From an optimization exercise on the open Yosys and OpenROAD flow, aimed at small area, a short achievable clock period and few clock cycles; shortcuts taken in it are not production practice. Only simulation tests tie the RTL to the original design; equivalence was not proved.

the reference run:
// stokast_core
module stokast_core (
    input  wire        clk,
    input  wire        rst,
    input  wire        cmd_valid,
    output wire        cmd_ready,
    input  wire        cmd_pass,
    input  wire [63:0] cmd_word,
    input  wire [31:0] cmd_now,
    input  wire [79:0] cmd_fate,
    output reg         resp_valid,
    output reg  [3:0]  resp_emit,
    output wire [47:0] resp_dac,
    output reg  [4:0]  resp_mode,
    output reg         resp_fault
);
    localparam [2:0] K_RUN = 3'd0, K_SEED = 3'd1, K_FATE = 3'd2, K_LENGTH = 3'd3,
                     K_OFFSET = 3'd4, K_LFO = 3'd5, K_STEPS = 3'd6, K_TSYNC = 3'd7;
    localparam [1:0] SYNC_SYNC = 2'd0, SYNC_FREE = 2'd1, SYNC_LOOP = 2'd2;
    localparam [3:0] OP_TICK = 4'd0, OP_RESET = 4'd1, OP_SEED = 4'd2, OP_SEEDCLICK = 4'd3,
                     OP_LENGTH = 4'd4, OP_LENGTHCLICK = 4'd5, OP_OFFSET = 4'd6,
                     OP_OFFSETCLICK = 4'd7, OP_STEPS = 4'd8, OP_STEPSCLICK = 4'd9;
    localparam [31:0] IDLE_TIMEOUT = 32'd5000;
    localparam [2:0] S_IDLE = 3'd0, S_PASS = 3'd1, S_TICK = 3'd2, S_MOD = 3'd3, S_STEPS = 3'd4;
    localparam [1:0] MK_LFO = 2'd0, MK_OFS = 2'd1, MK_SYNC = 2'd2;
    reg [13:0] seed;
    reg [6:0]  plen;
    reg [6:0]  length   [0:3];
    reg [6:0]  steps    [0:3];
    reg [5:0]  offset   [0:3];
    reg [1:0]  sync     [0:3];
    reg [3:0]  lfo_mode [0:3];
    reg [4:0]  mode;
    reg [31:0] tick_count;
    reg [31:0] gph;
    reg [5:0]  tph      [0:3];
    reg        reset_armed;
    reg [31:0] predicted;
    reg [31:0] last_tick_time;
    reg [31:0] last_action;
    reg [11:0] last_out [0:3];
    reg [3:0]  last_ok;
    reg [3:0]  gate_high;
    reg [31:0] rand_idx [0:3];
    reg [5:0]  rand_mod [0:3];    
    reg        regen;
    reg        acted;
    reg        fault;
    reg [3:0]  tph_ok;            
    reg [31:0] base     [0:3];    
    reg [3:0]  dirty;
  ...
Size: about 1600 flip-flops, ~150000 um2 of cells after synthesis.
export LEC_CHECK = 0
export CAP_MARGIN = 35
export CORE_MARGIN = 2
export CORE_UTILIZATION = 60
export SLEW_MARGIN = 35
create_clock -name core_clock -period 20.0 [get_ports {clk}]
standard.sh (not shown) runs the stock make flow with config.mk's settings and CLKGATE_MAP_FILE= SYNTH_SCRIPT=/design/flow/synth_recipe.tcl, a recipe that flattens the netlist after the stock synthesis.
==> flow/flow/run.sh <==
#!/bin/bash
# The standard layout (standard.sh), with ORFS's timing repair asked to leave
# 13.5 ns of setup slack at the design's own clock period and constraints.
set -euo pipefail
bash standard.sh SETUP_SLACK_MARGIN=13.5 finish > standard_flow.log 2>&1
The reference run finished all stages; the layout is clean.
Testbench counts of the reference run, summed over its fixed seeds: cycles 69,457.
diff inputs: the reference run => the trial run
diff --git a/flow/design.v b/flow/design.v
--- a/flow/design.v
+++ b/flow/design.v
@@ -1024,20 +1024,20 @@
                     ((state == S_IDLE) || pass_done || ((state == S_PASS) && !c_pass && op_safe)) &&
                     !(c_pass && c_pfault && (pass_done || w2_last));
     reg        w2_v;
     reg [1:0]  w2_t;
     reg [11:0] wa_va;
     reg [10:0] wa_sqb;
-    reg [5:0]  wa_sqs;
+    reg [9:0]  wa_sqs;
     reg        wa_sqr;
     reg        wa_q31;
     reg [12:0] wa_dh, wa_a;
     reg [1:0]  wa_kind;
     wire [11:0] wva;
     wire [10:0] wsqb;
-    wire [5:0]  wsqs;
+    wire [9:0]  wsqs;
     wire        wsqr;
     wire        wq31;
     wire [12:0] wdh, wa;
     stokast_wave_a u_wa (.mode(lfo_mode[wpick]), .phase(u_P[wpick]), .va(wva), .sqb(wsqb), .sqs(wsqs), .sqr(wsqr), .q31(wq31), .dh(wdh), .a(wa));
     wire [11:0] w2_val;
     stokast_wave_b u_wb (.kind(wa_kind), .va(wa_va), .sqb(wa_sqb), .sqs(wa_sqs), .sqr(wa_sqr), .q31(wa_q31), .dh(wa_dh), .a(wa_a), .value(w2_val));
@@ -1694,27 +1694,24 @@
 endmodule
 module stokast_wave_a (
     input  wire [3:0]  mode,
     input  wire [31:0] phase,
     output reg  [11:0] va,
     output wire [10:0] sqb,
-    output wire [5:0]  sqs,
+    output wire [9:0]  sqs,
     output wire        sqr,
     output wire        q31,
     output wire [12:0] dh,
     output wire [12:0] a
 );
     wire [1:0]  add = (mode == 4'd4 || mode == 4'd7 || mode == 4'd10) ? 2'b01 :
                       (mode == 4'd5 || mode == 4'd8 || mode == 4'd11) ? 2'b10 : 2'b00;
     wire [31:0] q = {phase[31:30] + add, phase[29:0]};
     assign q31 = q[31];
     wire [10:0] s_idx = q[30] ? (11'd1024 - {1'b0, q[29:20]}) : {1'b0, q[29:20]};
-    wire [9:0]  sqsb;
-    stokast_sine_q u_sine (.idx(s_idx), .q_b(sqb), .q_s(sqsb), .q_r(sqr));
-    wire [9:0]  sqm = sqsb[9:4] * sqsb[3:0];
-    assign sqs = sqm[9:4];
+    stokast_sine_q u_sine (.idx(s_idx), .q_b(sqb), .q_s(sqs), .q_r(sqr));
     always @(*) begin
         case (mode)
             4'd1:                va = q[31:20];
             4'd2:                va = ~q[31:20];
             4'd9, 4'd10, 4'd11:  va = q[31] ? 12'd0 : 12'd4095;
             default:             va = 12'd0;
@@ -1735,25 +1732,26 @@
     assign a  = (mid && qnz) ? am : ap;
 endmodule
 module stokast_wave_b (
     input  wire [1:0]  kind,
     input  wire [11:0] va,
     input  wire [10:0] sqb,
-    input  wire [5:0]  sqs,
+    input  wire [9:0]  sqs,
     input  wire        sqr,
     input  wire        q31,
     input  wire [12:0] dh,
     input  wire [12:0] a,
     output wire [11:0] value
 );
+    wire [9:0]  sqm    = sqs[9:4] * sqs[3:0];
     wire [10:0] sq;
     wire [11:0] sng;
     wire [13:0] df;
     wire [11:0] tri_v;
     wire        c1, c2, c3, c4;
-    stokast_add #(11) u_sq (.a(sqb), .b({5'd0, sqs}), .ci(sqr), .s(sq), .co(c1));
+    stokast_add #(11) u_sq (.a(sqb), .b({5'd0, sqm[9:4]}), .ci(sqr), .s(sq), .co(c1));
     stokast_add #(12) u_sn (.a({1'b0, ~sq}), .b(12'd0), .ci(1'b1), .s(sng), .co(c2));               
     wire [11:0] sine_v = q31 ? sng : {1'b1, sq};
     stokast_add #(14) u_df (.a({1'b0, a}), .b(~{dh[12], dh}), .ci(1'b1), .s(df), .co(c3));           
     stokast_add #(12) u_tv (.a({~dh[11], dh[10:0]}), .b({{9{df[13]}}, df[13:11]}), .ci(1'b0), .s(tri_v), .co(c4));
     assign value = kind[1] ? tri_v : kind[0] ? sine_v : va;
 endmodule
Results
For number of register bits inferred by synthesis, the trial run and the reference run come out practically identical.
Die area across the trial run and the reference run: no real change.
The trial run did not stop at any stage, and its layout met the timing, DRC and antenna checks.
Setup WNS the reference run -> the trial run: better
Delta (the trial run minus the reference run): number of search-and-repair iterations in the first detailed-routing pass now sits higher; shortest clock period the worst path allows after layout shrank by 570 ps; number of global-route vias before repair now sits lower.
NOTE total number of multi-input combinational cells the reference run->the trial run decreased slightly
Testbench counts of the trial run, summed over its fixed seeds: cycles 69,457.

[port drivers added, routing unchanged]
In the flow no input, the clock included, has a driving cell. The finished layouts below were timed again as built, in two steps.
Step 1 assumes that a clkbuf_16 drives the clock port and a buf_2 every other input.
Step 2 times the ports against the registers' clock, not the clock port: input delays grow and output delays shrink by t, the midpoint of the rising clock arrivals with the driver on.
a / b / c = no drivers / after step 1 / after step 2; a / b = the first two.
run	t, ns	slack for setup (ns)	worst setup path at the end
the reference run	0.991	12.528 / 12.528 / 12.528	register to register
the trial run	0.972	13.094 / 13.095 / 12.905	input to register
After both steps setup and hold are still met in every run listed. For the trial run, which loses most, drivers alone change the setup slack by +0.001 ns; drivers and shift together by -0.189 ns.
